What follows belongs to an exercise in optimizing a design on an open flow for small area, a short achievable clock period and few clock cycles per item; a production flow would make more cautious choices. Function was checked by simulation only, so behaviour that the tests miss may differ from the original. Power and IR drop assume default switching activity.

==> flow/design.v (excerpt) <==
module bitpacker (
    input  wire        clk,
    input  wire        rst,           
    input  wire        cmd_valid,
    output wire        cmd_ready,
    input  wire [79:0] cmd_word,
    input  wire        pay_valid,
    output wire        pay_ready,
    input  wire [7:0]  pay_data,
    output reg         rsp_valid,
    output wire [73:0] rsp_word,
    output reg         dst_we,
    output wire [31:0] dst_addr,
    output wire [7:0]  dst_data
);
==> flow/config.mk <==
export PLATFORM = sky130hd
export DESIGN_NAME = bitpacker
export DESIGN_NICKNAME = bitpacker
export VERILOG_FILES = /design/flow/design.v
export SDC_FILE = /design/flow/constraint.sdc
export NUM_CORES = 4
export LEC_CHECK = 0
export ABC_AREA = 1
export CAP_MARGIN = 20
export CORE_MARGIN = 2
export CORE_UTILIZATION = 40
export SLEW_MARGIN = 20
==> flow/constraint.sdc <==
create_clock -name core_clock -period 10.0 [get_ports {clk}]
set_input_delay 2.0000 -clock core_clock [delete_from_list [all_inputs] [get_ports {clk}]]
set_output_delay 2.0000 -clock core_clock [all_outputs]
set_load 0.01 [all_outputs]
standard.sh (not shown) runs the stock make flow with config.mk's settings and CLKGATE_MAP_FILE= SYNTH_SCRIPT=/design/flow/synth_recipe.tcl, a recipe that flattens the netlist after the stock synthesis.
==> flow/flow/run.sh <==
#!/bin/bash
set -euo pipefail
bash standard.sh SETUP_SLACK_MARGIN=5 cts > standard_cts.log 2>&1
bash standard.sh SETUP_SLACK_MARGIN=5.5 finish > standard_finish.log 2>&1
Testbench counts at the start, summed over its fixed seeds: cycles 55,951, cmds 24,000.
Rerun with:
==> flow/flow/run.sh (replaced) <==
#!/bin/bash
set -euo pipefail
bash standard.sh SETUP_SLACK_MARGIN=5.5 'BUFFER_PORTS_ARGS=-buffer_cell sky130_fd_sc_hd__buf_1' finish > standard.log 2>&1
- CORE_UTILIZATION: 40 -> 50
Effect: Clock skew decreases by 0.016 ns. Worst setup slack improved by 0.017 ns. Final cell count goes down by about 3.4%. Sequential power falls by about 3%. Critical path depth fell by 6. Flip-flop and latch count stays the same. Routed wire length fell by about 6%. Register-to-register slack gains 0.09 ns. Fmax climbs by about 0.37%. Cell area falls by 5.8%. Non-clock buffer count shrinks by 12.
Rerun with:
- CORE_UTILIZATION: 50 -> 40
Effect: Worst hold slack barely changes. Global-route usage goes down by 6.2 points. Clock-buffer cell count drops by 1. Design area increases by about 2.5%. Worst setup slack is worse by 0.080 ns. Synthesized cell count stays the same. Die area rises by 25%.
Rerun with:
- CORE_UTILIZATION: 40 -> 45
Final area went down by 1.4%.
Register-to-register slack gets worse by 0.05 ns.
Power goes up by 1.5%.
First-iteration DRC count decreases by 2.9%.
Via count falls by 0.65%.
Synthesized cell count does not change.
Worst setup slack is worse by 0.039 ns.
Sequential cell count does not change.
Clock power is about the same.
Rerun with:
==> flow/flow/run.sh (replaced) <==
#!/bin/bash
set -euo pipefail
bash standard.sh SETUP_SLACK_MARGIN=5.6 'BUFFER_PORTS_ARGS=-buffer_cell sky130_fd_sc_hd__buf_1' finish > standard.log 2>&1
- CORE_UTILIZATION: 45 -> 50
Outcome: The new run finished clean; final area is higher by about 1.1%; sequential share of layout area is lower by 0.21 points; setup slack is better by 0.11 ns; synthesized cell count stays the same; routed wire length is lower by 2.7%; power is lower by 2.5%; via count is higher by about 1.6%; non-clock buffer count is higher by 37; clock skew is higher by 0.014 ns; sequential power is higher by about 2%; flip-flop and latch count is unchanged.
Rerun with:
==> flow/flow/run.sh (replaced) <==
#!/bin/bash
set -euo pipefail
bash standard.sh SETUP_SLACK_MARGIN=5.5 'BUFFER_PORTS_ARGS=-buffer_cell sky130_fd_sc_hd__buf_1' finish > standard.log 2>&1
- CORE_UTILIZATION: 50 -> 58
Effect:
- cell count drops by 2.0%
- sequential share of layout area climbs by 0.22 points
- wire length drops by 2.7%
- worst hold slack is about the same
- worst setup slack loses 0.010 ns
- flip-flop and latch count does not change
- synthesized area is unchanged
- power climbs by 1.1%
- non-clock buffer count drops by 13
- critical path depth climbs by 4

---

## juniper
Another version of the RTL of bitpacker (not shown whole).
For scale: roughly 4500 cells after synthesis, roughly 210 I/O pins, roughly 28000 µm² of cells after synthesis.
// bitpacker
module bitpacker (
    input  wire        clk,
    input  wire        rst,           
    input  wire        cmd_valid,
    output wire        cmd_ready,
    input  wire [79:0] cmd_word,
    input  wire        pay_valid,
    output wire        pay_ready,
    input  wire [7:0]  pay_data,
    output reg         rsp_valid,
    output wire [73:0] rsp_word,
    output reg         dst_we,
    output wire [31:0] dst_addr,
    output wire [7:0]  dst_data
);
Settings: LEC_CHECK=0, ABC_AREA=1, CAP_MARGIN=20, CORE_MARGIN=2, CORE_UTILIZATION=40, SLEW_MARGIN=20; clock period 10.0 ns.
==> flow/flow/run.sh <==
#!/bin/bash
set -euo pipefail
bash standard.sh SETUP_SLACK_MARGIN=5.5 finish > standard.log 2>&1
Testbench counts of juniper, summed over its fixed seeds: cycles 55,951, cmds 24,000.
For onyx, these inputs were changed with respect to juniper:
- putting SETUP_SLACK_MARGIN at 5 where nothing was set
==> flow/run.sh (new file) <==
#!/bin/bash
# synth_recipe.tcl (not shown) runs the flow's synth.tcl, then flattens the netlist and writes it again
# the make line also repeats each setting of config.mk as NAME=value (left out here)
make -C /OpenROAD-flow-scripts/flow DESIGN_CONFIG=/design/flow/config.mk WORK_HOME=/design/flow/orfs CLKGATE_MAP_FILE= SYNTH_SCRIPT=/design/flow/synth_recipe.tcl finish
removed: flow/flow/run.sh
removed: flow/standard.sh
==> comparison <==
juniper finished end to end and its layout was clean on timing, DRC and antenna. onyx went all the way through the flow, and no timing, DRC or antenna check failed. onyx vs. juniper: power density over the cells went down by 1.9%. Worst hold margin: onyx vs juniper — no meaningful difference. Against juniper, the final cell area of onyx is lower. onyx vs. juniper: number of clock buffers in the layout now sits higher, via total after detailed routing now sits lower.
[inputs] willow vs onyx
- clearing SETUP_SLACK_MARGIN, which used to be 5
- swapping 40 for 50 in CORE_UTILIZATION
==> flow/flow/run.sh (new file) <==
#!/bin/bash
set -euo pipefail
bash standard.sh SETUP_SLACK_MARGIN=5.5 'BUFFER_PORTS_ARGS=-buffer_cell sky130_fd_sc_hd__buf_1' finish > standard.log 2>&1
==> flow/standard.sh (new file) <==
#!/bin/bash
# synth_recipe.tcl (not shown) runs the flow's synth.tcl, then flattens the netlist and writes it again
# the make line also repeats each setting of config.mk as NAME=value (left out here)
make -C /OpenROAD-flow-scripts/flow DESIGN_CONFIG=/design/flow/config.mk WORK_HOME=/design/flow/orfs CLKGATE_MAP_FILE= SYNTH_SCRIPT=/design/flow/synth_recipe.tcl "${@:-finish}"
removed: flow/run.sh
- Run comparison: willow end point of the critical path c_dh[12]; onyx end point of the critical path pay_ready
- Compared with onyx, layout filler cell count in willow decreased by more than 10%.
- Taking onyx as the reference, in willow detailed-route vias per instance grew by about 5%; least setup slack across all paths after layout grew by 410 ps; core utilization grew by 12 points; total length of routed wires grew by 3.1 mm; maximum frequency grew by 18 MHz.
Modified inputs, maple compared to willow
- SETUP_SLACK_MARGIN: unset -> 5
- CORE_UTILIZATION: 50 -> 65
==> flow/run.sh (new file) <==
#!/bin/bash
# synth_recipe.tcl (not shown) runs the flow's synth.tcl, then flattens the netlist and writes it again
# the make line also repeats each setting of config.mk as NAME=value (left out here)
make -C /OpenROAD-flow-scripts/flow DESIGN_CONFIG=/design/flow/config.mk WORK_HOME=/design/flow/orfs CLKGATE_MAP_FILE= SYNTH_SCRIPT=/design/flow/synth_recipe.tcl finish
removed: flow/flow/run.sh
removed: flow/standard.sh
## What came out
- maple finished end to end and its layout was clean on timing, DRC and antenna.
- The layout inverter count without the clock tree of maple and that of willow are within noise of each other.
- [maple vs willow] sequential share of layout area: higher in maple
- Comparing post-placement worst setup slack for maple and willow, the smaller number came from willow.
- Synthesized netlist cell count: willow vs maple identical
- Summary of maple over willow: aggregate routed wire length has decreased; portion of the clock cycle consumed by the worst path in the final layout increased by 7.8 points relative to the old numbers.

afterwards: timing with drivers on the ports:
How much do the figures lean on ideal ports? The routed layouts below were timed once more, with nothing changed but the port constraints. Step 1, drivers: a clkbuf_16 drives clk and a buf_2 each remaining input, both assumed. Step 2 times the ports against the registers' clock, not the clock port: input delays grow and output delays shrink by t, the midpoint of the rising clock arrivals with the driver on. a / b / c = ideal ports / drivers / drivers and shift; a / b = the first two.
run | t (ns) | slack for setup (ns) | worst setup path at the end | clock arrival spread, ns
the first run of note 1 | 0.648 | 5.490 / 5.503 / 4.889 | input to register | 0.045 / 0.046
the second run of note 1 | 0.635 | 5.506 / 5.523 / 4.891 | input to register | 0.029 / 0.029
the third run of note 1 | 0.665 | 5.426 / 5.439 / 4.791 | input to register | 0.029 / 0.029
the fourth run of note 1 | 0.638 | 5.388 / 5.388 / 4.802 | input to register | 0.022 / 0.022
the fifth run of note 1 | 0.643 | 5.500 / 5.500 / 4.970 | input to register | 0.036 / 0.035
the sixth run of note 1 | 0.647 | 5.490 / 5.494 / 4.888 | input to register | 0.016 / 0.016
juniper | 0.615 | 5.522 / 5.465 / 4.990 | input to register | 0.036 / 0.036
onyx | 0.625 | 5.061 / 4.997 / 4.493 | input to register | 0.031 / 0.031
willow | 0.630 | 5.471 / 5.410 / 4.979 | input to register | 0.053 / 0.052
maple | 0.643 | 4.688 / 4.627 / 4.496 | input to register | 0.048 / 0.047
After both steps setup and hold are still met in every run listed. For the third run of note 1, which loses most, drivers alone change the setup slack by +0.013 ns; drivers and shift together by -0.635 ns.
